This is an optimization exercise on Yosys and OpenROAD, whose aim is small area and few clock cycles, not a production implementation. In this exercise RTL edits were held to simulation tests only and were not proved equivalent to the original. Power is estimated from default activity; no workload was simulated.

$ cat design/flow/run.sh
#!/bin/bash
# synth_recipe.tcl (not shown) runs the flow's synth.tcl, then flattens the netlist and writes it again
# the make line also repeats each setting of config.mk as NAME=value (left out here)
make -C /OpenROAD-flow-scripts/flow DESIGN_CONFIG=/design/flow/config.mk WORK_HOME=/design/flow/orfs CLKGATE_MAP_FILE= SYNTH_SCRIPT=/design/flow/synth_recipe.tcl finish
$ cat design/flow/config.mk
export PLATFORM = sky130hd
export DESIGN_NAME = mono_raster
export DESIGN_NICKNAME = mono_raster
export VERILOG_FILES = /design/flow/design.v
export SDC_FILE = /design/flow/constraint.sdc
export NUM_CORES = 4
export LEC_CHECK = 0
export CAP_MARGIN = 20
export CORE_MARGIN = 2
export CORE_UTILIZATION = 40
export SLEW_MARGIN = 20
$ cat design/flow/constraint.sdc
create_clock -name core_clock -period 22.0 [get_ports {clk}]
set_input_delay 4.4000 -clock core_clock [delete_from_list [all_inputs] [get_ports {clk}]]
set_output_delay 4.4000 -clock core_clock [all_outputs]
set_load 0.01 [all_outputs]
$ cat design/flow/design.v
module mono_raster (
    input             clk,
    input             rst,
    input             start,
    input             cfg_dither,
    input      [15:0] cfg_width,
    input      [15:0] cfg_height,
    output            idle,
    output            err,
    input             pix_valid,
    input      [31:0] pix_data,
    output            pix_ready,
    output            out_valid,
    output     [7:0]  out_data,
    output            out_last,
    input             out_ready
);
    localparam MAXW = 384;
    localparam FD   = 2;         
    localparam S_IDLE  = 2'd0;
    localparam S_PIX   = 2'd2;
    localparam S_DRAIN = 2'd3;
    reg  [1:0]  state;
    reg         err_r;
    reg         mode_d;
    reg  [8:0]  wm1;         
    reg  [15:0] rows;        
    reg         first_row;
    reg  [2:0]  hdr_cnt;     
    reg  [8:0]  slot;        
    reg  [8:0]  col;         
    reg  [7:0]  acc;
    reg         ov;
    reg  [7:0]  od;
    reg         ol;
    reg  [7:0]         ring [0:MAXW-1];     
    reg  signed [6:0]  right_q38;           
    reg  signed [5:0]  prev_q14;            
    wire out_free = !ov || out_ready;
    wire hdr_done = hdr_cnt[2];
    assign idle      = (state == S_IDLE);
    assign err       = err_r;
    assign out_valid = ov;
    assign out_data  = od;
    assign out_last  = ol;
    wire cfg_bad = (cfg_width == 16'd0) || (cfg_width > MAXW) || (cfg_height == 16'd0);
    wire [7:0] sm0 = wm1[7:0] | 8'd7;
    wire [7:0] sm1 = sm0 | {1'b0, sm0[7:1]};
    wire [7:0] sm2 = sm1 | {2'b0, sm1[7:2]};
    wire [7:0] sm3 = sm2 | {4'b0, sm2[7:4]};
    wire [8:0] lm1 = wm1[8] ? {wm1[8:4], 4'hF} : {1'b0, sm3};
    wire [5:0] bw = wm1[8:3] + 6'd1;
    reg  [7:0] hdr_byte;
    always @(*) begin
        case (hdr_cnt[1:0])
            2'd0: hdr_byte = {2'b00, bw};
            2'd1: hdr_byte = 8'd0;
            2'd2: hdr_byte = rows[7:0];
            default: hdr_byte = rows[15:8];
        endcase
    end
    wire [7:0] in_luma;
    wire       in_dark;
    mr_luma   u_luma   (.px(pix_data), .gray(in_luma));
    mr_direct u_direct (.px(pix_data), .dark(in_dark));
    wire [7:0] in_val = mode_d ? in_luma : {7'd0, in_dark};
    reg  [7:0] fifo [0:FD-1];
    reg        f_wp, f_rp;
    reg  [1:0] f_cnt;
    wire       f_empty = (f_cnt == 2'd0);
    wire [7:0] luma    = fifo[f_rp];
    wire last_col  = (slot == wm1);
    wire last_slot = (slot == lm1);
    wire last_row  = (rows == 16'd1);
    wire byte_done = (slot[2:0] == 3'd7) || last_col;
    reg  [7:0] tapv;
    always @(*) begin
        case (lm1)
            9'd7:    tapv = ring[7];
            9'd15:   tapv = ring[15];
            9'd31:   tapv = ring[31];
            9'd63:   tapv = ring[63];
            9'd127:  tapv = ring[127];
            9'd255:  tapv = ring[255];
            9'd271:  tapv = ring[271];
            9'd287:  tapv = ring[287];
            9'd303:  tapv = ring[303];
            9'd319:  tapv = ring[319];
            9'd335:  tapv = ring[335];
            9'd351:  tapv = ring[351];
            9'd367:  tapv = ring[367];
            default: tapv = ring[383];
        endcase
    end
    wire signed [9:0] below = first_row ? 10'sd0 : {{2{tapv[7]}}, tapv};
    wire signed [9:0] right = (slot == 9'd0) ? 10'sd0 : {{3{right_q38[6]}}, right_q38};
    wire signed [9:0] gval  = $signed({2'b00, luma}) + right + below;
    wire              white = !gval[9] && (gval[8] || gval[7]);
    wire [7:0]        qerr  = white ? gval[7:0] + 8'd1 : gval[7:0];
    wire              neg   = qerr[7];
    wire signed [9:0] qerr3 = $signed({qerr[7], qerr, 1'b0}) + $signed({{2{qerr[7]}}, qerr});
    wire signed [9:0] q38w  = qerr3 + {7'd0, neg, neg, neg};
    wire signed [6:0] q38   = q38w[9:3];
    wire signed [7:0] q14w  = $signed(qerr) + {6'd0, neg, neg};
    wire signed [5:0] q14   = q14w[7:2];
    wire signed [7:0] next_below = {q38[6], q38} + ((slot == 9'd0) ? 8'sd0 : {{2{prev_q14[5]}}, prev_q14});
    wire       bit_v   = mode_d ? !white : luma[0];
    wire [7:0] acc_new = acc | ({7'd0, bit_v} << (3'd7 - slot[2:0]));
    wire pix_fire = (state == S_PIX) && !f_empty && (slot == col) && (!byte_done || (hdr_done && out_free));
    assign pix_ready = (state == S_PIX) && (f_cnt != FD);
    wire in_fire = pix_valid && pix_ready;
    integer k;
    always @(posedge clk) begin
        ring[0] <= pix_fire ? next_below : tapv;
        for (k = 1; k < MAXW; k = k + 1)
            ring[k] <= ring[k-1];
        if (pix_fire) begin
            right_q38 <= q38;
            prev_q14  <= q14;
        end
        if (in_fire)
            fifo[f_wp] <= in_val;
    end
    always @(posedge clk) begin
        if (rst) begin
            state     <= S_IDLE;
            err_r     <= 1'b0;
            mode_d    <= 1'b0;
            wm1       <= 9'd0;
            rows      <= 16'd0;
            first_row <= 1'b1;
            hdr_cnt   <= 3'd4;
            slot      <= 9'd0;
            col       <= 9'd0;
            acc       <= 8'd0;
            ov        <= 1'b0;
            od        <= 8'd0;
            ol        <= 1'b0;
            f_wp      <= 1'b0;
            f_rp      <= 1'b0;
            f_cnt     <= 2'd0;
        end else begin
            if (out_ready)
                ov <= 1'b0;
            if (in_fire)
                f_wp <= !f_wp;
            if (pix_fire)
                f_rp <= !f_rp;
            f_cnt <= f_cnt + in_fire - pix_fire;
            case (state)
                S_IDLE: begin
                    if (start) begin
                        if (cfg_bad) begin
                            err_r <= 1'b1;
                        end else begin
                            err_r     <= 1'b0;
                            mode_d    <= cfg_dither;
                            wm1       <= cfg_width[8:0] - 9'd1;
                            rows      <= cfg_height;
                            first_row <= 1'b1;
                            hdr_cnt   <= 3'd0;
                            slot      <= 9'd0;
                            col       <= 9'd0;
                            acc       <= 8'd0;
                            state     <= S_PIX;
                        end
                    end
                end
                S_PIX: begin
                    if (!(first_row && col == 9'd0 && !pix_fire))
                        slot <= last_slot ? 9'd0 : slot + 9'd1;
                    if (!hdr_done && out_free) begin
                        ov      <= 1'b1;
                        od      <= hdr_byte;
                        ol      <= 1'b0;
                        hdr_cnt <= hdr_cnt + 3'd1;
                    end
                    if (pix_fire) begin
                        if (byte_done) begin
                            ov  <= 1'b1;
                            od  <= acc_new;
                            ol  <= last_col && last_row;
                            acc <= 8'd0;
                        end else begin
                            acc <= acc_new;
                        end
                        if (last_col) begin
                            col       <= 9'd0;
                            rows      <= rows - 16'd1;
                            first_row <= 1'b0;
                            if (last_row)
                                state <= S_DRAIN;
                        end else begin
                            col <= col + 9'd1;
                        end
                    end
                end
                default: begin  
                    if (out_free)
                        state <= S_IDLE;
                end
            endcase
        end
    end
endmodule
module mr_luma (input [31:0] px, output [7:0] gray);
    wire tr = (px[31:24] == 8'd0);
    wire [7:0] r = px[23:16] | {8{tr}};
    wire [7:0] g = px[15:8] | {8{tr}};
    wire [7:0] b = px[7:0] | {8{tr}};
    wire l1 = r[1] ^ r[0] ^ g[0];
    wire l2 = (r[1] & r[0]) | (r[1] & g[0]) | (r[0] & g[0]);
    wire l3 = r[2] ^ r[1] ^ g[1];
    wire l4 = (r[2] & r[1]) | (r[2] & g[1]) | (r[1] & g[1]);
    wire l5 = r[3] ^ r[2] ^ r[0];
    wire l6 = (r[3] & r[2]) | (r[3] & r[0]) | (r[2] & r[0]);
    wire l7 = g[2] ^ g[1];
    wire l8 = g[2] & g[1];
    wire l9 = r[4] ^ r[3] ^ r[1];
    wire l10 = (r[4] & r[3]) | (r[4] & r[1]) | (r[3] & r[1]);
    wire l11 = g[3] ^ g[2] ^ b[0];
    wire l12 = (g[3] & g[2]) | (g[3] & b[0]) | (g[2] & b[0]);
    wire l13 = r[5] ^ r[4] ^ r[2];
    wire l14 = (r[5] & r[4]) | (r[5] & r[2]) | (r[4] & r[2]);
    wire l15 = g[4] ^ g[3] ^ b[1];
    wire l16 = (g[4] & g[3]) | (g[4] & b[1]) | (g[3] & b[1]);
    wire l17 = r[6] ^ r[5] ^ r[3];
    wire l18 = (r[6] & r[5]) | (r[6] & r[3]) | (r[5] & r[3]);
    wire l19 = g[5] ^ g[4] ^ g[0];
    wire l20 = (g[5] & g[4]) | (g[5] & g[0]) | (g[4] & g[0]);
    wire l21 = b[2] ^ b[1];
    wire l22 = b[2] & b[1];
    wire l23 = r[7] ^ r[6] ^ r[4];
    wire l24 = (r[7] & r[6]) | (r[7] & r[4]) | (r[6] & r[4]);
    wire l25 = r[0] ^ g[6] ^ g[5];
    wire l26 = (r[0] & g[6]) | (r[0] & g[5]) | (g[6] & g[5]);
    wire l27 = g[1] ^ b[3] ^ b[2];
    wire l28 = (g[1] & b[3]) | (g[1] & b[2]) | (b[3] & b[2]);
    wire l29 = r[7] ^ r[5] ^ r[1];
    wire l30 = (r[7] & r[5]) | (r[7] & r[1]) | (r[5] & r[1]);
    wire l31 = g[7] ^ g[6] ^ g[2];
    wire l32 = (g[7] & g[6]) | (g[7] & g[2]) | (g[6] & g[2]);
    wire l33 = b[4] ^ b[3] ^ b[0];
    wire l34 = (b[4] & b[3]) | (b[4] & b[0]) | (b[3] & b[0]);
    wire l35 = r[6] ^ r[2] ^ g[7];
    wire l36 = (r[6] & r[2]) | (r[6] & g[7]) | (r[2] & g[7]);
    wire l37 = g[3] ^ g[0] ^ b[5];
    wire l38 = (g[3] & g[0]) | (g[3] & b[5]) | (g[0] & b[5]);
    wire l39 = b[4] ^ b[1];
    wire l40 = b[4] & b[1];
    wire l41 = r[7] ^ r[3] ^ r[0];
    wire l42 = (r[7] & r[3]) | (r[7] & r[0]) | (r[3] & r[0]);
    wire l43 = g[4] ^ g[1] ^ g[0];
    wire l44 = (g[4] & g[1]) | (g[4] & g[0]) | (g[1] & g[0]);
    wire l45 = b[6] ^ b[5] ^ b[2];
    wire l46 = (b[6] & b[5]) | (b[6] & b[2]) | (b[5] & b[2]);
    wire l47 = r[4] ^ r[1] ^ r[0];
    wire l48 = (r[4] & r[1]) | (r[4] & r[0]) | (r[1] & r[0]);
    wire l49 = g[5] ^ g[2] ^ g[1];
    wire l50 = (g[5] & g[2]) | (g[5] & g[1]) | (g[2] & g[1]);
    wire l51 = b[7] ^ b[6] ^ b[3];
    wire l52 = (b[7] & b[6]) | (b[7] & b[3]) | (b[6] & b[3]);
    wire l53 = b[1] ^ b[0];
    wire l54 = b[1] & b[0];
    wire l55 = r[5] ^ r[2] ^ r[1];
    wire l56 = (r[5] & r[2]) | (r[5] & r[1]) | (r[2] & r[1]);
    wire l57 = g[6] ^ g[3] ^ g[2];
    wire l58 = (g[6] & g[3]) | (g[6] & g[2]) | (g[3] & g[2]);
    wire l59 = g[0] ^ b[7] ^ b[4];
    wire l60 = (g[0] & b[7]) | (g[0] & b[4]) | (b[7] & b[4]);
    wire l61 = b[2] ^ b[1] ^ b[0];
    wire l62 = (b[2] & b[1]) | (b[2] & b[0]) | (b[1] & b[0]);
    wire l63 = r[6] ^ r[3] ^ r[2];
    wire l64 = (r[6] & r[3]) | (r[6] & r[2]) | (r[3] & r[2]);
    wire l65 = g[7] ^ g[4] ^ g[3];
    wire l66 = (g[7] & g[4]) | (g[7] & g[3]) | (g[4] & g[3]);
    wire l67 = g[1] ^ b[5] ^ b[3];
    wire l68 = (g[1] & b[5]) | (g[1] & b[3]) | (b[5] & b[3]);
    wire l69 = b[2] ^ b[1];
    wire l70 = b[2] & b[1];
    wire l71 = r[7] ^ r[4] ^ r[3];
    wire l72 = (r[7] & r[4]) | (r[7] & r[3]) | (r[4] & r[3]);
    wire l73 = r[0] ^ g[5] ^ g[4];
    wire l74 = (r[0] & g[5]) | (r[0] & g[4]) | (g[5] & g[4]);
    wire l75 = g[2] ^ b[6] ^ b[4];
    wire l76 = (g[2] & b[6]) | (g[2] & b[4]) | (b[6] & b[4]);
    wire l77 = b[3] ^ b[2];
    wire l78 = b[3] & b[2];
    wire l79 = r[5] ^ r[4] ^ r[1];
    wire l80 = (r[5] & r[4]) | (r[5] & r[1]) | (r[4] & r[1]);
    wire l81 = g[6] ^ g[5] ^ g[3];
    wire l82 = (g[6] & g[5]) | (g[6] & g[3]) | (g[5] & g[3]);
    wire l83 = g[0] ^ b[7] ^ b[5];
    wire l84 = (g[0] & b[7]) | (g[0] & b[5]) | (b[7] & b[5]);
    wire l85 = b[4] ^ b[3];
    wire l86 = b[4] & b[3];
    wire l87 = r[6] ^ r[5] ^ r[2];
    wire l88 = (r[6] & r[5]) | (r[6] & r[2]) | (r[5] & r[2]);
    wire l89 = g[7] ^ g[6] ^ g[4];
    wire l90 = (g[7] & g[6]) | (g[7] & g[4]) | (g[6] & g[4]);
    wire l91 = g[1] ^ b[6] ^ b[5];
    wire l92 = (g[1] & b[6]) | (g[1] & b[5]) | (b[6] & b[5]);
    wire l93 = r[7] ^ r[6] ^ r[3];
    wire l94 = (r[7] & r[6]) | (r[7] & r[3]) | (r[6] & r[3]);
    wire l95 = g[7] ^ g[5] ^ g[2];
    wire l96 = (g[7] & g[5]) | (g[7] & g[2]) | (g[5] & g[2]);
    wire l97 = b[7] ^ b[6] ^ b[5];
    wire l98 = (b[7] & b[6]) | (b[7] & b[5]) | (b[6] & b[5]);
    wire l99 = r[7] ^ r[4] ^ g[6];
    wire l100 = (r[7] & r[4]) | (r[7] & g[6]) | (r[4] & g[6]);
    wire l101 = g[3] ^ b[7] ^ b[6];
    wire l102 = (g[3] & b[7]) | (g[3] & b[6]) | (b[7] & b[6]);
    wire l103 = r[5] ^ g[7] ^ g[4];
    wire l104 = (r[5] & g[7]) | (r[5] & g[4]) | (g[7] & g[4]);
    wire l105 = l2 ^ l3 ^ g[0];
    wire l106 = (l2 & l3) | (l2 & g[0]) | (l3 & g[0]);
    wire l107 = l4 ^ l5 ^ l7;
    wire l108 = (l4 & l5) | (l4 & l7) | (l5 & l7);
    wire l109 = l6 ^ l8 ^ l9;
    wire l110 = (l6 & l8) | (l6 & l9) | (l8 & l9);
    wire l111 = l10 ^ l12 ^ l13;
    wire l112 = (l10 & l12) | (l10 & l13) | (l12 & l13);
    wire l113 = l15 ^ b[0];
    wire l114 = l15 & b[0];
    wire l115 = l14 ^ l16 ^ l17;
    wire l116 = (l14 & l16) | (l14 & l17) | (l16 & l17);
    wire l117 = l19 ^ l21;
    wire l118 = l19 & l21;
    wire l119 = l18 ^ l20 ^ l22;
    wire l120 = (l18 & l20) | (l18 & l22) | (l20 & l22);
    wire l121 = l23 ^ l25 ^ l27;
    wire l122 = (l23 & l25) | (l23 & l27) | (l25 & l27);
    wire l123 = l24 ^ l26 ^ l28;
    wire l124 = (l24 & l26) | (l24 & l28) | (l26 & l28);
    wire l125 = l29 ^ l31 ^ l33;
    wire l126 = (l29 & l31) | (l29 & l33) | (l31 & l33);
    wire l127 = l30 ^ l32 ^ l34;
    wire l128 = (l30 & l32) | (l30 & l34) | (l32 & l34);
    wire l129 = l35 ^ l37 ^ l39;
    wire l130 = (l35 & l37) | (l35 & l39) | (l37 & l39);
    wire l131 = l36 ^ l38 ^ l40;
    wire l132 = (l36 & l38) | (l36 & l40) | (l38 & l40);
    wire l133 = l41 ^ l43 ^ l45;
    wire l134 = (l41 & l43) | (l41 & l45) | (l43 & l45);
    wire l135 = l42 ^ l44 ^ l46;
    wire l136 = (l42 & l44) | (l42 & l46) | (l44 & l46);
    wire l137 = l47 ^ l49 ^ l51;
    wire l138 = (l47 & l49) | (l47 & l51) | (l49 & l51);
    wire l139 = l48 ^ l50 ^ l52;
    wire l140 = (l48 & l50) | (l48 & l52) | (l50 & l52);
    wire l141 = l54 ^ l55 ^ l57;
    wire l142 = (l54 & l55) | (l54 & l57) | (l55 & l57);
    wire l143 = l59 ^ l61;
    wire l144 = l59 & l61;
    wire l145 = l56 ^ l58 ^ l60;
    wire l146 = (l56 & l58) | (l56 & l60) | (l58 & l60);
    wire l147 = l62 ^ l63 ^ l65;
    wire l148 = (l62 & l63) | (l62 & l65) | (l63 & l65);
    wire l149 = l67 ^ l69;
    wire l150 = l67 & l69;
    wire l151 = l64 ^ l66 ^ l68;
    wire l152 = (l64 & l66) | (l64 & l68) | (l66 & l68);
    wire l153 = l70 ^ l71 ^ l73;
    wire l154 = (l70 & l71) | (l70 & l73) | (l71 & l73);
    wire l155 = l75 ^ l77;
    wire l156 = l75 & l77;
    wire l157 = l72 ^ l74 ^ l76;
    wire l158 = (l72 & l74) | (l72 & l76) | (l74 & l76);
    wire l159 = l78 ^ l79 ^ l81;
    wire l160 = (l78 & l79) | (l78 & l81) | (l79 & l81);
    wire l161 = l83 ^ l85;
    wire l162 = l83 & l85;
    wire l163 = l80 ^ l82 ^ l84;
    wire l164 = (l80 & l82) | (l80 & l84) | (l82 & l84);
    wire l165 = l86 ^ l87 ^ l89;
    wire l166 = (l86 & l87) | (l86 & l89) | (l87 & l89);
    wire l167 = l91 ^ b[4];
    wire l168 = l91 & b[4];
    wire l169 = l88 ^ l90 ^ l92;
    wire l170 = (l88 & l90) | (l88 & l92) | (l90 & l92);
    wire l171 = l93 ^ l95 ^ l97;
    wire l172 = (l93 & l95) | (l93 & l97) | (l95 & l97);
    wire l173 = l94 ^ l96 ^ l98;
    wire l174 = (l94 & l96) | (l94 & l98) | (l96 & l98);
    wire l175 = l99 ^ l101;
    wire l176 = l99 & l101;
    wire l177 = l100 ^ l102 ^ l103;
    wire l178 = (l100 & l102) | (l100 & l103) | (l102 & l103);
    wire l179 = l104 ^ r[6] ^ g[5];
    wire l180 = (l104 & r[6]) | (l104 & g[5]) | (r[6] & g[5]);
    wire l181 = l108 ^ l109 ^ l11;
    wire l182 = (l108 & l109) | (l108 & l11) | (l109 & l11);
    wire l183 = l110 ^ l111 ^ l113;
    wire l184 = (l110 & l111) | (l110 & l113) | (l111 & l113);
    wire l185 = l112 ^ l114 ^ l115;
    wire l186 = (l112 & l114) | (l112 & l115) | (l114 & l115);
    wire l187 = l116 ^ l118 ^ l119;
    wire l188 = (l116 & l118) | (l116 & l119) | (l118 & l119);
    wire l189 = l120 ^ l122 ^ l123;
    wire l190 = (l120 & l122) | (l120 & l123) | (l122 & l123);
    wire l191 = l124 ^ l126 ^ l127;
    wire l192 = (l124 & l126) | (l124 & l127) | (l126 & l127);
    wire l193 = l128 ^ l130 ^ l131;
    wire l194 = (l128 & l130) | (l128 & l131) | (l130 & l131);
    wire l195 = l133 ^ b[0];
    wire l196 = l133 & b[0];
    wire l197 = l132 ^ l134 ^ l135;
    wire l198 = (l132 & l134) | (l132 & l135) | (l134 & l135);
    wire l199 = l137 ^ l53;
    wire l200 = l137 & l53;
    wire l201 = l136 ^ l138 ^ l139;
    wire l202 = (l136 & l138) | (l136 & l139) | (l138 & l139);
    wire l203 = l141 ^ l143;
    wire l204 = l141 & l143;
    wire l205 = l140 ^ l142 ^ l144;
    wire l206 = (l140 & l142) | (l140 & l144) | (l142 & l144);
    wire l207 = l145 ^ l147 ^ l149;
    wire l208 = (l145 & l147) | (l145 & l149) | (l147 & l149);
    wire l209 = l146 ^ l148 ^ l150;
    wire l210 = (l146 & l148) | (l146 & l150) | (l148 & l150);
    wire l211 = l151 ^ l153 ^ l155;
    wire l212 = (l151 & l153) | (l151 & l155) | (l153 & l155);
    wire l213 = l152 ^ l154 ^ l156;
    wire l214 = (l152 & l154) | (l152 & l156) | (l154 & l156);
    wire l215 = l157 ^ l159 ^ l161;
    wire l216 = (l157 & l159) | (l157 & l161) | (l159 & l161);
    wire l217 = l158 ^ l160 ^ l162;
    wire l218 = (l158 & l160) | (l158 & l162) | (l160 & l162);
    wire l219 = l163 ^ l165 ^ l167;
    wire l220 = (l163 & l165) | (l163 & l167) | (l165 & l167);
    wire l221 = l164 ^ l166 ^ l168;
    wire l222 = (l164 & l166) | (l164 & l168) | (l166 & l168);
    wire l223 = l169 ^ l171;
    wire l224 = l169 & l171;
    wire l225 = l170 ^ l172 ^ l173;
    wire l226 = (l170 & l172) | (l170 & l173) | (l172 & l173);
    wire l227 = l174 ^ l176 ^ l177;
    wire l228 = (l174 & l176) | (l174 & l177) | (l176 & l177);
    wire l229 = l180 ^ r[7] ^ g[6];
    wire l230 = (l180 & r[7]) | (l180 & g[6]) | (r[7] & g[6]);
    wire l231 = l184 ^ l185 ^ l117;
    wire l232 = (l184 & l185) | (l184 & l117) | (l185 & l117);
    wire l233 = l186 ^ l187 ^ l121;
    wire l234 = (l186 & l187) | (l186 & l121) | (l187 & l121);
    wire l235 = l188 ^ l189 ^ l125;
    wire l236 = (l188 & l189) | (l188 & l125) | (l189 & l125);
    wire l237 = l190 ^ l191 ^ l129;
    wire l238 = (l190 & l191) | (l190 & l129) | (l191 & l129);
    wire l239 = l192 ^ l193 ^ l195;
    wire l240 = (l192 & l193) | (l192 & l195) | (l193 & l195);
    wire l241 = l194 ^ l196 ^ l197;
    wire l242 = (l194 & l196) | (l194 & l197) | (l196 & l197);
    wire l243 = l198 ^ l200 ^ l201;
    wire l244 = (l198 & l200) | (l198 & l201) | (l200 & l201);
    wire l245 = l202 ^ l204 ^ l205;
    wire l246 = (l202 & l204) | (l202 & l205) | (l204 & l205);
    wire l247 = l206 ^ l208 ^ l209;
    wire l248 = (l206 & l208) | (l206 & l209) | (l208 & l209);
    wire l249 = l210 ^ l212 ^ l213;
    wire l250 = (l210 & l212) | (l210 & l213) | (l212 & l213);
    wire l251 = l214 ^ l216 ^ l217;
    wire l252 = (l214 & l216) | (l214 & l217) | (l216 & l217);
    wire l253 = l218 ^ l220 ^ l221;
    wire l254 = (l218 & l220) | (l218 & l221) | (l220 & l221);
    wire l255 = l222 ^ l224 ^ l225;
    wire l256 = (l222 & l224) | (l222 & l225) | (l224 & l225);
    wire l257 = l226 ^ l227 ^ b[7];
    wire l258 = (l226 & l227) | (l226 & b[7]) | (l227 & b[7]);
    wire l259 = l228 ^ l178 ^ l179;
    wire l260 = (l228 & l178) | (l228 & l179) | (l178 & l179);
    wire l261 = l240 ^ l241 ^ l199;
    wire l262 = (l240 & l241) | (l240 & l199) | (l241 & l199);
    wire l263 = l242 ^ l243 ^ l203;
    wire l264 = (l242 & l243) | (l242 & l203) | (l243 & l203);
    wire l265 = l244 ^ l245 ^ l207;
    wire l266 = (l244 & l245) | (l244 & l207) | (l245 & l207);
    wire l267 = l246 ^ l247 ^ l211;
    wire l268 = (l246 & l247) | (l246 & l211) | (l247 & l211);
    wire l269 = l248 ^ l249 ^ l215;
    wire l270 = (l248 & l249) | (l248 & l215) | (l249 & l215);
    wire l271 = l250 ^ l251 ^ l219;
    wire l272 = (l250 & l251) | (l250 & l219) | (l251 & l219);
    wire l273 = l252 ^ l253 ^ l223;
    wire l274 = (l252 & l253) | (l252 & l223) | (l253 & l223);
    wire l275 = l254 ^ l255 ^ l175;
    wire l276 = (l254 & l255) | (l254 & l175) | (l255 & l175);
    wire l277 = l276 ^ l256 ^ l257;
    wire l278 = (l276 & l256) | (l276 & l257) | (l256 & l257);
    wire l279 = l278 ^ l258 ^ l259;
    wire l280 = (l278 & l258) | (l278 & l259) | (l258 & l259);
    wire l281 = l280 ^ l260 ^ l229;
    wire l282 = (l280 & l260) | (l280 & l229) | (l260 & l229);
    wire l283 = l282 ^ l230 ^ g[7];
    wire l284 = (l282 & l230) | (l282 & g[7]) | (l230 & g[7]);
    wire l285 = (r[0] & 1'b0) | (1'b0 & (r[0] ^ 1'b0));
    wire l286 = (l1 & 1'b0) | (l285 & (l1 ^ 1'b0));
    wire l287 = (l105 & 1'b0) | (l286 & (l105 ^ 1'b0));
    wire l288 = (l106 & l107) | (l287 & (l106 ^ l107));
    wire l289 = (l181 & 1'b0) | (l288 & (l181 ^ 1'b0));
    wire l290 = (l182 & l183) | (l289 & (l182 ^ l183));
    wire l291 = (l231 & 1'b0) | (l290 & (l231 ^ 1'b0));
    wire l292 = (l232 & l233) | (l291 & (l232 ^ l233));
    wire l293 = (l234 & l235) | (l292 & (l234 ^ l235));
    wire l294 = (l236 & l237) | (l293 & (l236 ^ l237));
    wire l295 = (l238 & l239) | (l294 & (l238 ^ l239));
    wire l296 = (l261 & 1'b0) | (l295 & (l261 ^ 1'b0));
    wire l297 = (l262 & l263) | (l296 & (l262 ^ l263));
    wire l298 = (l264 & l265) | (l297 & (l264 ^ l265));
    wire l299 = (l266 & l267) | (l298 & (l266 ^ l267));
    wire l300 = (l268 & l269) | (l299 & (l268 ^ l269));
    wire l301 = l270 ^ l271 ^ l300;
    wire l302 = (l270 & l271) | (l300 & (l270 ^ l271));
    wire l303 = l272 ^ l273 ^ l302;
    wire l304 = (l272 & l273) | (l302 & (l272 ^ l273));
    wire l305 = l274 ^ l275 ^ l304;
    wire l306 = (l274 & l275) | (l304 & (l274 ^ l275));
    wire l307 = l277 ^ 1'b0 ^ l306;
    wire l308 = (l277 & 1'b0) | (l306 & (l277 ^ 1'b0));
    wire l309 = l279 ^ 1'b0 ^ l308;
    wire l310 = (l279 & 1'b0) | (l308 & (l279 ^ 1'b0));
    wire l311 = l281 ^ 1'b0 ^ l310;
    wire l312 = (l281 & 1'b0) | (l310 & (l281 ^ 1'b0));
    wire l313 = l283 ^ 1'b0 ^ l312;
    wire l314 = (l283 & 1'b0) | (l312 & (l283 ^ 1'b0));
    wire l315 = l284 ^ 1'b0 ^ l314;
    wire l316 = (l284 & 1'b0) | (l314 & (l284 ^ 1'b0));
    assign gray = {l315, l313, l311, l309, l307, l305, l303, l301};
endmodule
module mr_direct (input [31:0] px, output dark);
    wire tr = (px[31:24] == 8'd0);
    wire [7:0] r = px[23:16] | {8{tr}};
    wire [7:0] g = px[15:8] | {8{tr}};
    wire [7:0] b = px[7:0] | {8{tr}};
    wire ntie = !((!px[1] & !px[8] & px[9] & px[10]) | (!px[8] & !px[9] & px[10] & !px[11]) | (!px[8] & px[9] & px[10] & !px[21]) | (px[1] & !px[8] & !px[9] & !px[10] & !px[21]) | (px[1] & px[8] & px[11] & px[21]) | (px[1] & px[10] & !px[11] & !px[21]));
    wire d1 = r[0] ^ g[0] ^ 1'b1;
    wire d2 = (r[0] & g[0]) | (r[0] & 1'b1) | (g[0] & 1'b1);
    wire d3 = r[1] ^ r[0] ^ g[1];
    wire d4 = (r[1] & r[0]) | (r[1] & g[1]) | (r[0] & g[1]);
    wire d5 = g[0] ^ b[0] ^ 1'b1;
    wire d6 = (g[0] & b[0]) | (g[0] & 1'b1) | (b[0] & 1'b1);
    wire d7 = r[2] ^ r[1] ^ g[2];
    wire d8 = (r[2] & r[1]) | (r[2] & g[2]) | (r[1] & g[2]);
    wire d9 = g[1] ^ b[1] ^ 1'b1;
    wire d10 = (g[1] & b[1]) | (g[1] & 1'b1) | (b[1] & 1'b1);
    wire d11 = r[3] ^ r[2] ^ r[0];
    wire d12 = (r[3] & r[2]) | (r[3] & r[0]) | (r[2] & r[0]);
    wire d13 = g[3] ^ g[2] ^ g[0];
    wire d14 = (g[3] & g[2]) | (g[3] & g[0]) | (g[2] & g[0]);
    wire d15 = b[2] ^ 1'b1;
    wire d16 = b[2] & 1'b1;
    wire d17 = r[4] ^ r[3] ^ r[1];
    wire d18 = (r[4] & r[3]) | (r[4] & r[1]) | (r[3] & r[1]);
    wire d19 = g[4] ^ g[3] ^ g[1];
    wire d20 = (g[4] & g[3]) | (g[4] & g[1]) | (g[3] & g[1]);
    wire d21 = b[3] ^ b[0] ^ 1'b1;
    wire d22 = (b[3] & b[0]) | (b[3] & 1'b1) | (b[0] & 1'b1);
    wire d23 = r[5] ^ r[4] ^ r[2];
    wire d24 = (r[5] & r[4]) | (r[5] & r[2]) | (r[4] & r[2]);
    wire d25 = r[0] ^ g[5] ^ g[4];
    wire d26 = (r[0] & g[5]) | (r[0] & g[4]) | (g[5] & g[4]);
    wire d27 = g[2] ^ b[4] ^ b[1];
    wire d28 = (g[2] & b[4]) | (g[2] & b[1]) | (b[4] & b[1]);
    wire d29 = b[0] ^ 1'b1;
    wire d30 = b[0] & 1'b1;
    wire d31 = r[6] ^ r[5] ^ r[3];
    wire d32 = (r[6] & r[5]) | (r[6] & r[3]) | (r[5] & r[3]);
    wire d33 = r[1] ^ g[6] ^ g[5];
    wire d34 = (r[1] & g[6]) | (r[1] & g[5]) | (g[6] & g[5]);
    wire d35 = g[3] ^ g[0] ^ b[5];
    wire d36 = (g[3] & g[0]) | (g[3] & b[5]) | (g[0] & b[5]);
    wire d37 = b[2] ^ b[1] ^ b[0];
    wire d38 = (b[2] & b[1]) | (b[2] & b[0]) | (b[1] & b[0]);
    wire d39 = r[7] ^ r[6] ^ r[4];
    wire d40 = (r[7] & r[6]) | (r[7] & r[4]) | (r[6] & r[4]);
    wire d41 = r[2] ^ g[7] ^ g[6];
    wire d42 = (r[2] & g[7]) | (r[2] & g[6]) | (g[7] & g[6]);
    wire d43 = g[4] ^ g[1] ^ b[6];
    wire d44 = (g[4] & g[1]) | (g[4] & b[6]) | (g[1] & b[6]);
    wire d45 = b[3] ^ b[2] ^ b[1];
    wire d46 = (b[3] & b[2]) | (b[3] & b[1]) | (b[2] & b[1]);
    wire d47 = r[7] ^ r[5] ^ r[3];
    wire d48 = (r[7] & r[5]) | (r[7] & r[3]) | (r[5] & r[3]);
    wire d49 = r[0] ^ g[7] ^ g[5];
    wire d50 = (r[0] & g[7]) | (r[0] & g[5]) | (g[7] & g[5]);
    wire d51 = g[2] ^ b[7] ^ b[4];
    wire d52 = (g[2] & b[7]) | (g[2] & b[4]) | (b[7] & b[4]);
    wire d53 = b[3] ^ b[2];
    wire d54 = b[3] & b[2];
    wire d55 = r[6] ^ r[4] ^ r[1];
    wire d56 = (r[6] & r[4]) | (r[6] & r[1]) | (r[4] & r[1]);
    wire d57 = g[6] ^ g[3] ^ g[0];
    wire d58 = (g[6] & g[3]) | (g[6] & g[0]) | (g[3] & g[0]);
    wire d59 = b[5] ^ b[4] ^ b[3];
    wire d60 = (b[5] & b[4]) | (b[5] & b[3]) | (b[4] & b[3]);
    wire d61 = r[7] ^ r[5] ^ r[2];
    wire d62 = (r[7] & r[5]) | (r[7] & r[2]) | (r[5] & r[2]);
    wire d63 = g[7] ^ g[4] ^ g[1];
    wire d64 = (g[7] & g[4]) | (g[7] & g[1]) | (g[4] & g[1]);
    wire d65 = b[6] ^ b[5] ^ b[4];
    wire d66 = (b[6] & b[5]) | (b[6] & b[4]) | (b[5] & b[4]);
    wire d67 = r[6] ^ r[3] ^ g[5];
    wire d68 = (r[6] & r[3]) | (r[6] & g[5]) | (r[3] & g[5]);
    wire d69 = g[2] ^ b[7] ^ b[6];
    wire d70 = (g[2] & b[7]) | (g[2] & b[6]) | (b[7] & b[6]);
    wire d71 = r[7] ^ r[4] ^ g[6];
    wire d72 = (r[7] & r[4]) | (r[7] & g[6]) | (r[4] & g[6]);
    wire d73 = g[3] ^ b[7] ^ b[6];
    wire d74 = (g[3] & b[7]) | (g[3] & b[6]) | (b[7] & b[6]);
    wire d75 = r[5] ^ g[7] ^ g[4];
    wire d76 = (r[5] & g[7]) | (r[5] & g[4]) | (g[7] & g[4]);
    wire d77 = b[7] ^ 1'b1;
    wire d78 = b[7] & 1'b1;
    wire d79 = r[6] ^ g[5] ^ 1'b1;
    wire d80 = (r[6] & g[5]) | (r[6] & 1'b1) | (g[5] & 1'b1);
    wire d81 = r[7] ^ g[6] ^ 1'b1;
    wire d82 = (r[7] & g[6]) | (r[7] & 1'b1) | (g[6] & 1'b1);
    wire d83 = d2 ^ d3 ^ d5;
    wire d84 = (d2 & d3) | (d2 & d5) | (d3 & d5);
    wire d85 = d4 ^ d6 ^ d7;
    wire d86 = (d4 & d6) | (d4 & d7) | (d6 & d7);
    wire d87 = d8 ^ d10 ^ d11;
    wire d88 = (d8 & d10) | (d8 & d11) | (d10 & d11);
    wire d89 = d13 ^ d15;
    wire d90 = d13 & d15;
    wire d91 = d12 ^ d14 ^ d16;
    wire d92 = (d12 & d14) | (d12 & d16) | (d14 & d16);
    wire d93 = d17 ^ d19 ^ d21;
    wire d94 = (d17 & d19) | (d17 & d21) | (d19 & d21);
    wire d95 = d18 ^ d20 ^ d22;
    wire d96 = (d18 & d20) | (d18 & d22) | (d20 & d22);
    wire d97 = d23 ^ d25 ^ d27;
    wire d98 = (d23 & d25) | (d23 & d27) | (d25 & d27);
    wire d99 = d24 ^ d26 ^ d28;
    wire d100 = (d24 & d26) | (d24 & d28) | (d26 & d28);
    wire d101 = d30 ^ d31 ^ d33;
    wire d102 = (d30 & d31) | (d30 & d33) | (d31 & d33);
    wire d103 = d35 ^ d37;
    wire d104 = d35 & d37;
    wire d105 = d32 ^ d34 ^ d36;
    wire d106 = (d32 & d34) | (d32 & d36) | (d34 & d36);
    wire d107 = d38 ^ d39 ^ d41;
    wire d108 = (d38 & d39) | (d38 & d41) | (d39 & d41);
    wire d109 = d43 ^ d45 ^ 1'b1;
    wire d110 = (d43 & d45) | (d43 & 1'b1) | (d45 & 1'b1);
    wire d111 = d40 ^ d42 ^ d44;
    wire d112 = (d40 & d42) | (d40 & d44) | (d42 & d44);
    wire d113 = d46 ^ d47 ^ d49;
    wire d114 = (d46 & d47) | (d46 & d49) | (d47 & d49);
    wire d115 = d51 ^ d53;
    wire d116 = d51 & d53;
    wire d117 = d48 ^ d50 ^ d52;
    wire d118 = (d48 & d50) | (d48 & d52) | (d50 & d52);
    wire d119 = d54 ^ d55 ^ d57;
    wire d120 = (d54 & d55) | (d54 & d57) | (d55 & d57);
    wire d121 = d59 ^ 1'b1;
    wire d122 = d59 & 1'b1;
    wire d123 = d56 ^ d58 ^ d60;
    wire d124 = (d56 & d58) | (d56 & d60) | (d58 & d60);
    wire d125 = d61 ^ d63 ^ d65;
    wire d126 = (d61 & d63) | (d61 & d65) | (d63 & d65);
    wire d127 = d62 ^ d64 ^ d66;
    wire d128 = (d62 & d64) | (d62 & d66) | (d64 & d66);
    wire d129 = d67 ^ d69 ^ b[5];
    wire d130 = (d67 & d69) | (d67 & b[5]) | (d69 & b[5]);
    wire d131 = d68 ^ d70 ^ d71;
    wire d132 = (d68 & d70) | (d68 & d71) | (d70 & d71);
    wire d133 = d73 ^ 1'b1;
    wire d134 = d73 & 1'b1;
    wire d135 = d72 ^ d74 ^ d75;
    wire d136 = (d72 & d74) | (d72 & d75) | (d74 & d75);
    wire d137 = d76 ^ d78 ^ d79;
    wire d138 = (d76 & d78) | (d76 & d79) | (d78 & d79);
    wire d139 = d84 ^ d85 ^ d9;
    wire d140 = (d84 & d85) | (d84 & d9) | (d85 & d9);
    wire d141 = d86 ^ d87 ^ d89;
    wire d142 = (d86 & d87) | (d86 & d89) | (d87 & d89);
    wire d143 = d88 ^ d90 ^ d91;
    wire d144 = (d88 & d90) | (d88 & d91) | (d90 & d91);
    wire d145 = d92 ^ d94 ^ d95;
    wire d146 = (d92 & d94) | (d92 & d95) | (d94 & d95);
    wire d147 = d97 ^ d29;
    wire d148 = d97 & d29;
    wire d149 = d96 ^ d98 ^ d99;
    wire d150 = (d96 & d98) | (d96 & d99) | (d98 & d99);
    wire d151 = d101 ^ d103;
    wire d152 = d101 & d103;
    wire d153 = d100 ^ d102 ^ d104;
    wire d154 = (d100 & d102) | (d100 & d104) | (d102 & d104);
    wire d155 = d105 ^ d107 ^ d109;
    wire d156 = (d105 & d107) | (d105 & d109) | (d107 & d109);
    wire d157 = d106 ^ d108 ^ d110;
    wire d158 = (d106 & d108) | (d106 & d110) | (d108 & d110);
    wire d159 = d111 ^ d113 ^ d115;
    wire d160 = (d111 & d113) | (d111 & d115) | (d113 & d115);
    wire d161 = d112 ^ d114 ^ d116;
    wire d162 = (d112 & d114) | (d112 & d116) | (d114 & d116);
    wire d163 = d117 ^ d119 ^ d121;
    wire d164 = (d117 & d119) | (d117 & d121) | (d119 & d121);
    wire d165 = d118 ^ d120 ^ d122;
    wire d166 = (d118 & d120) | (d118 & d122) | (d120 & d122);
    wire d167 = d123 ^ d125;
    wire d168 = d123 & d125;
    wire d169 = d124 ^ d126 ^ d127;
    wire d170 = (d124 & d126) | (d124 & d127) | (d126 & d127);
    wire d171 = d128 ^ d130 ^ d131;
    wire d172 = (d128 & d130) | (d128 & d131) | (d130 & d131);
    wire d173 = d132 ^ d134 ^ d135;
    wire d174 = (d132 & d134) | (d132 & d135) | (d134 & d135);
    wire d175 = d138 ^ d80 ^ d81;
    wire d176 = (d138 & d80) | (d138 & d81) | (d80 & d81);
    wire d177 = d142 ^ d143 ^ d93;
    wire d178 = (d142 & d143) | (d142 & d93) | (d143 & d93);
    wire d179 = d144 ^ d145 ^ d147;
    wire d180 = (d144 & d145) | (d144 & d147) | (d145 & d147);
    wire d181 = d146 ^ d148 ^ d149;
    wire d182 = (d146 & d148) | (d146 & d149) | (d148 & d149);
    wire d183 = d150 ^ d152 ^ d153;
    wire d184 = (d150 & d152) | (d150 & d153) | (d152 & d153);
    wire d185 = d154 ^ d156 ^ d157;
    wire d186 = (d154 & d156) | (d154 & d157) | (d156 & d157);
    wire d187 = d158 ^ d160 ^ d161;
    wire d188 = (d158 & d160) | (d158 & d161) | (d160 & d161);
    wire d189 = d162 ^ d164 ^ d165;
    wire d190 = (d162 & d164) | (d162 & d165) | (d164 & d165);
    wire d191 = d166 ^ d168 ^ d169;
    wire d192 = (d166 & d168) | (d166 & d169) | (d168 & d169);
    wire d193 = d170 ^ d171 ^ d133;
    wire d194 = (d170 & d171) | (d170 & d133) | (d171 & d133);
    wire d195 = d172 ^ d173 ^ d77;
    wire d196 = (d172 & d173) | (d172 & d77) | (d173 & d77);
    wire d197 = d174 ^ d136 ^ d137;
    wire d198 = (d174 & d136) | (d174 & d137) | (d136 & d137);
    wire d199 = d176 ^ d82 ^ g[7];
    wire d200 = (d176 & d82) | (d176 & g[7]) | (d82 & g[7]);
    wire d201 = d180 ^ d181 ^ d151;
    wire d202 = (d180 & d181) | (d180 & d151) | (d181 & d151);
    wire d203 = d182 ^ d183 ^ d155;
    wire d204 = (d182 & d183) | (d182 & d155) | (d183 & d155);
    wire d205 = d184 ^ d185 ^ d159;
    wire d206 = (d184 & d185) | (d184 & d159) | (d185 & d159);
    wire d207 = d186 ^ d187 ^ d163;
    wire d208 = (d186 & d187) | (d186 & d163) | (d187 & d163);
    wire d209 = d188 ^ d189 ^ d167;
    wire d210 = (d188 & d189) | (d188 & d167) | (d189 & d167);
    wire d211 = d190 ^ d191 ^ d129;
    wire d212 = (d190 & d191) | (d190 & d129) | (d191 & d129);
    wire d213 = d212 ^ d192 ^ d193;
    wire d214 = (d212 & d192) | (d212 & d193) | (d192 & d193);
    wire d215 = d214 ^ d194 ^ d195;
    wire d216 = (d214 & d194) | (d214 & d195) | (d194 & d195);
    wire d217 = d216 ^ d196 ^ d197;
    wire d218 = (d216 & d196) | (d216 & d197) | (d196 & d197);
    wire d219 = d218 ^ d198 ^ d175;
    wire d220 = (d218 & d198) | (d218 & d175) | (d198 & d175);
    wire d221 = (d1 & ntie) | (1'b0 & (d1 ^ ntie));
    wire d222 = (d83 & 1'b0) | (d221 & (d83 ^ 1'b0));
    wire d223 = (d139 & 1'b0) | (d222 & (d139 ^ 1'b0));
    wire d224 = (d140 & d141) | (d223 & (d140 ^ d141));
    wire d225 = (d177 & 1'b0) | (d224 & (d177 ^ 1'b0));
    wire d226 = (d178 & d179) | (d225 & (d178 ^ d179));
    wire d227 = (d201 & 1'b0) | (d226 & (d201 ^ 1'b0));
    wire d228 = (d202 & d203) | (d227 & (d202 ^ d203));
    wire d229 = (d204 & d205) | (d228 & (d204 ^ d205));
    wire d230 = (d206 & d207) | (d229 & (d206 ^ d207));
    wire d231 = (d208 & d209) | (d230 & (d208 ^ d209));
    wire d232 = (d210 & d211) | (d231 & (d210 ^ d211));
    wire d233 = (d213 & 1'b0) | (d232 & (d213 ^ 1'b0));
    wire d234 = (d215 & 1'b0) | (d233 & (d215 ^ 1'b0));
    wire d235 = (d217 & 1'b0) | (d234 & (d217 ^ 1'b0));
    wire d236 = (d219 & 1'b0) | (d235 & (d219 ^ 1'b0));
    wire d237 = (d220 & d199) | (d236 & (d220 ^ d199));
    wire d238 = (d200 & 1'b0) | (d237 & (d200 ^ 1'b0));
    assign dark = !d238;
endmodule
==> impl_metrics.csv <==
group,metric,value,unit
sta,tightestPinTransition,1110,ps
layout,drive_above_1_share,9.45,%
yosys,synth-edff-count,29,
clock_network,cts_sinks,3175,
sta,setup_violations,0,
placement,numPortBuffers,82,
die,core,0.188,mm^2
flow_run,drv_cap,0,
setup_path,worstSetupPathType,"in -> reg",
route,antenna_left,0,
setup_path,crit_path_start,"pix_data[28]",
global_route,grt.total_usage,12.0,%
die,die_h,440,um
route,first_pass_iters,7,
placement,placed_cell_area,0.0799,mm^2
sta,finalHoldViolCount,0,
setup_path,reg2reg_from,"wm1[7]$_SDFFE_PP0P_",
placement,place_hpwl,72.1,mm
clock_network,cts_tree,"yes",
clock_network,clock_path_buffers,4,
yosys,yosysSeqAreaShare,84.1,%
yosys,synthFlopType,"dfxtp_1",
global_route,grt_start_max_net_pins,61,
die,fp.dieW,440,um
yosys,syn_nets,5088,
route,post_drt_wl_per_cell,14.8,um
route,drc_errors,0,
clock_network,cts_root_buf,"clkbuf_16",
setup_path,worstPathRequired,22550,ps
yosys,syn_inst,4701,
sta,holdWs,268,ps
sta,min_period_over_period,55.3,%
layout,area_delta_synth_final,17.1,%
setup_path,cp_slowest_cell,"nor2_1",
yosys,netlist_area,0.0759,mm^2
clock_network,cts_buffers,281,
route,vias,31353,
route,drt_iter0_markers,1509,
clock_network,cts.clk_slew.worst_paths,60,ps
layout,fin_cells,7728,
clock_network,cts_setup_buffers,0,
clock_network,cts_max_level,5,
layout,nets,5426,
power,p_leak,36.2,nW
yosys,syn_area_per_cell,16.1,um^2
route,via_per_inst,4.06,
power,pwr_density_cell,126,mW/mm^2
sta,max_freq,0.0822,GHz
setup_path,cp_max_fo,28,
yosys,synth_cell_types,75,
placement,dp_cells,7251,
die,die_area,0.193,mm^2
sta,tns,0,ps
setup_path,r2r_slack,11850,ps
setup_path,crit_arrival,12710,ps
setup_path,critPathCaptureType,"register",
yosys,ys_ff_latch,3175,
setup_path,endpoint,"fifo[0][6]$_DFFE_PP_",
placement,gp_congestion,0.812,
die,start_util,40.3,%
global_route,grt_pass1_vias,32125,
yosys,ys_top_cells_by_area,"dfxtp_1 83%, fa_1 5.1%, ha_1 2.1%",
setup_path,cp-start-kind,"primary input",
setup_path,r2r_cells,38,
yosys,async_reset_ff_share,0,%
clock_network,cts_resized,0,
setup_path,r2r-end,"ring[0][6]$_DFF_P_",
yosys,synth.top_cell.area_share,83.0,%
yosys,yosysWarnings,2,
sta,rsz0062_at_grt,"false",
route,wirelength,114,mm
yosys,yosys.area.top_type,"dfxtp_1",
sta,clock_skew,83.0,ps
global_route,grt_pass1_wl,180,mm
global_route,grt_overflow_total,0,
power,peakVddDrop,0.0794,mV
sta,fin_crit,12160,ps
die,io_pins,83,
layout,fill_cells,16123,
hold_path,hp-class,"reg -> reg",
die,num_rows,159,
sta,slew-limit-headroom,25.5,%
sta,drv_slew,0,
clock_network,ctsHoldBuffers,0,
clock_network,worst_skew_pair.late_latency,880,ps
layout,final_area,0.0889,mm^2
setup_path,crit_path_max_incr_delay,840,ps
run_status,outcome,"timing/DRC/antenna clean",
global_route,antenna_found_initial,12,
[how the worst min path moves through the flow]
stage               slack [ps]  cells after the start                   end                  from
finish                     270                      0   ring[11][4]$_DFF_P_   ring[10][4]$_DFF_P_
global placement           310                      0  ring[137][7]$_DFF_P_  ring[136][7]$_DFF_P_
CTS                        260                      0   ring[11][4]$_DFF_P_   ring[10][4]$_DFF_P_
global route               280                      0   ring[19][5]$_DFF_P_   ring[18][5]$_DFF_P_
floorplan                  310                      0  ring[100][0]$_DFF_P_   ring[99][0]$_DFF_P_
detailed placement         310                      0  ring[110][6]$_DFF_P_  ring[109][6]$_DFF_P_
[power by group]
part / switching [mW] / internal, mW
Sequential: 0.000731 / 5.76
Combinational: 0.437 / 0.326
Clock: 1.94 / 2.77
[cells by family after synthesis]
family	share of synthesized area, %
AOI/OAI and AO/OA	2.60
muxes	0.284
and+or+nand+nor	2.94
buffers and inverters	1.80
xor gates and xnor gates	1.13
adders and majority gates	7.12
DFF	84.1
[sequential cells by signal, indices dropped and copies added, names as in the netlist, 7 cells and up, named ones only]
register,cells
wm1,9
slot,9
ring,3072
col,9
fifo,16
od,8
rows,16
right_q38,7
acc,8
[cell usage after synthesis, types with 5 or more instances]
cell,number
nand4_1,20
clkbuf_1,37
nor3b_1,9
o211ai_1,7
nand3_1,23
or2_2,17
xnor2_1,52
nand2b_1,15
a221oi_1,14
nor4_1,21
o21a_1,7
a22o_1,7
ha_1,125
o41ai_1,6
a311oi_1,5
nor3_1,36
a211oi_1,20
edfxtp_1,29
a21oi_1,49
or3_1,11
o21ai_0,51
and3_1,12
fa_1,192
o21bai_1,5
buf_2,17
a31oi_1,8
nor2b_1,11
inv_1,300
nand2_1,95
mux2i_1,17
a21o_1,6
a22oi_1,59
nand4b_1,5
dfxtp_1,3146
xor2_1,44
nor4b_1,5
nor2_1,144
and2_1,15
[final cells by class]
| cell class | instances | area, um^2 | share of cell area [%] |
|---|---|---|---|
| multi-input cells | 1167 | 10700 | 12.0 |
| diodes | 3 | 7.51 | 0.00844 |
| clock buffers | 389 | 8070 | 9.07 |
| inverters | 302 | 1130 | 1.28 |
| repair buffers | 112 | 1040 | 1.17 |
| clock inverters | 85 | 971 | 1.09 |
| flip-flops and latches | 3175 | 63900 | 71.8 |
| well taps | 2495 | 3120 | 3.51 |
[cell usage in the layout, fill, tap and decap left out, types with 30 or more instances in the layout]
master           synthesis  routed
ha_1                   125     125
buf_4                    0      30
clkbuf_16                0     287
xor2_1                  44      44
nor3_1                  36      34
inv_1                  300     300
a21oi_1                 49      49
nand2_1                 95      95
nor2_1                 144     144
clkdlybuf4s50_1          0      81
clkinv_2                 0      45
a22oi_1                 59      59
dfxtp_1               3146    3146
clkbuf_1                37      52
fa_1                   192     192
o21ai_0                 51      51
clkbuf_8                 0      50
xnor2_1                 52      52
[stage by stage]
stage          util (%)  total power [mW]  worst slack [ps]
6_report           47.2              11.2              9840
5_1_grt            47.2              11.7              9450
4_1_cts            47.2              11.4              9730
3_5_place_dp       42.4              6.68              8860
3_3_place_gp       42.4              6.67              8800
2_1_floorplan         -              6.42             10460
[worst max-delay path, delay by kind of cell]
| family | cells | cell delay, ps |
|---|---|---|
| buffers and inverters | 7 | 1140 |
| adders and majority gates | 12 | 3870 |
| AOI/OAI and AO/OA | 5 | 1850 |
| and+or+nand+nor | 6 | 1430 |
[metal layers]
metal / GRT usage, % / part of all wire, % / routed length, um
met5: 0 / 0 / 0
met4: 5.09 / 3.0 / 3470
met3: 2.56 / 4.1 / 4730
met2: 17.5 / 42 / 48300
met1: 17.2 / 51 / 57800
Testbench counts, summed over its fixed seeds: cycles 267,928.

## separate check: timing with driven ports
The results above use ideal ports. As a check the final layout listed here was re-extracted and re-timed, cells and wires unchanged. Step 1 assumes that a clkbuf_16 drives the clock port and a buf_2 every other input. Step 2 moves the port delays by t, midway between the first and last clock arrival at a register: inputs arrive t later, outputs are due t later. That takes back most of the time a late clock gives input paths. Three values: no drivers, after step 1, after step 2; two values: the first two.
t (ns): 0.923
slack for setup (ns): 9.840 / 9.893 / 8.970
slew at the worst register clock pin (ns): 0.07 / 0.07
After both steps setup and hold are still met in this run. The setup slack of this run moves by +0.053 ns with the drivers and by -0.870 ns with both steps.
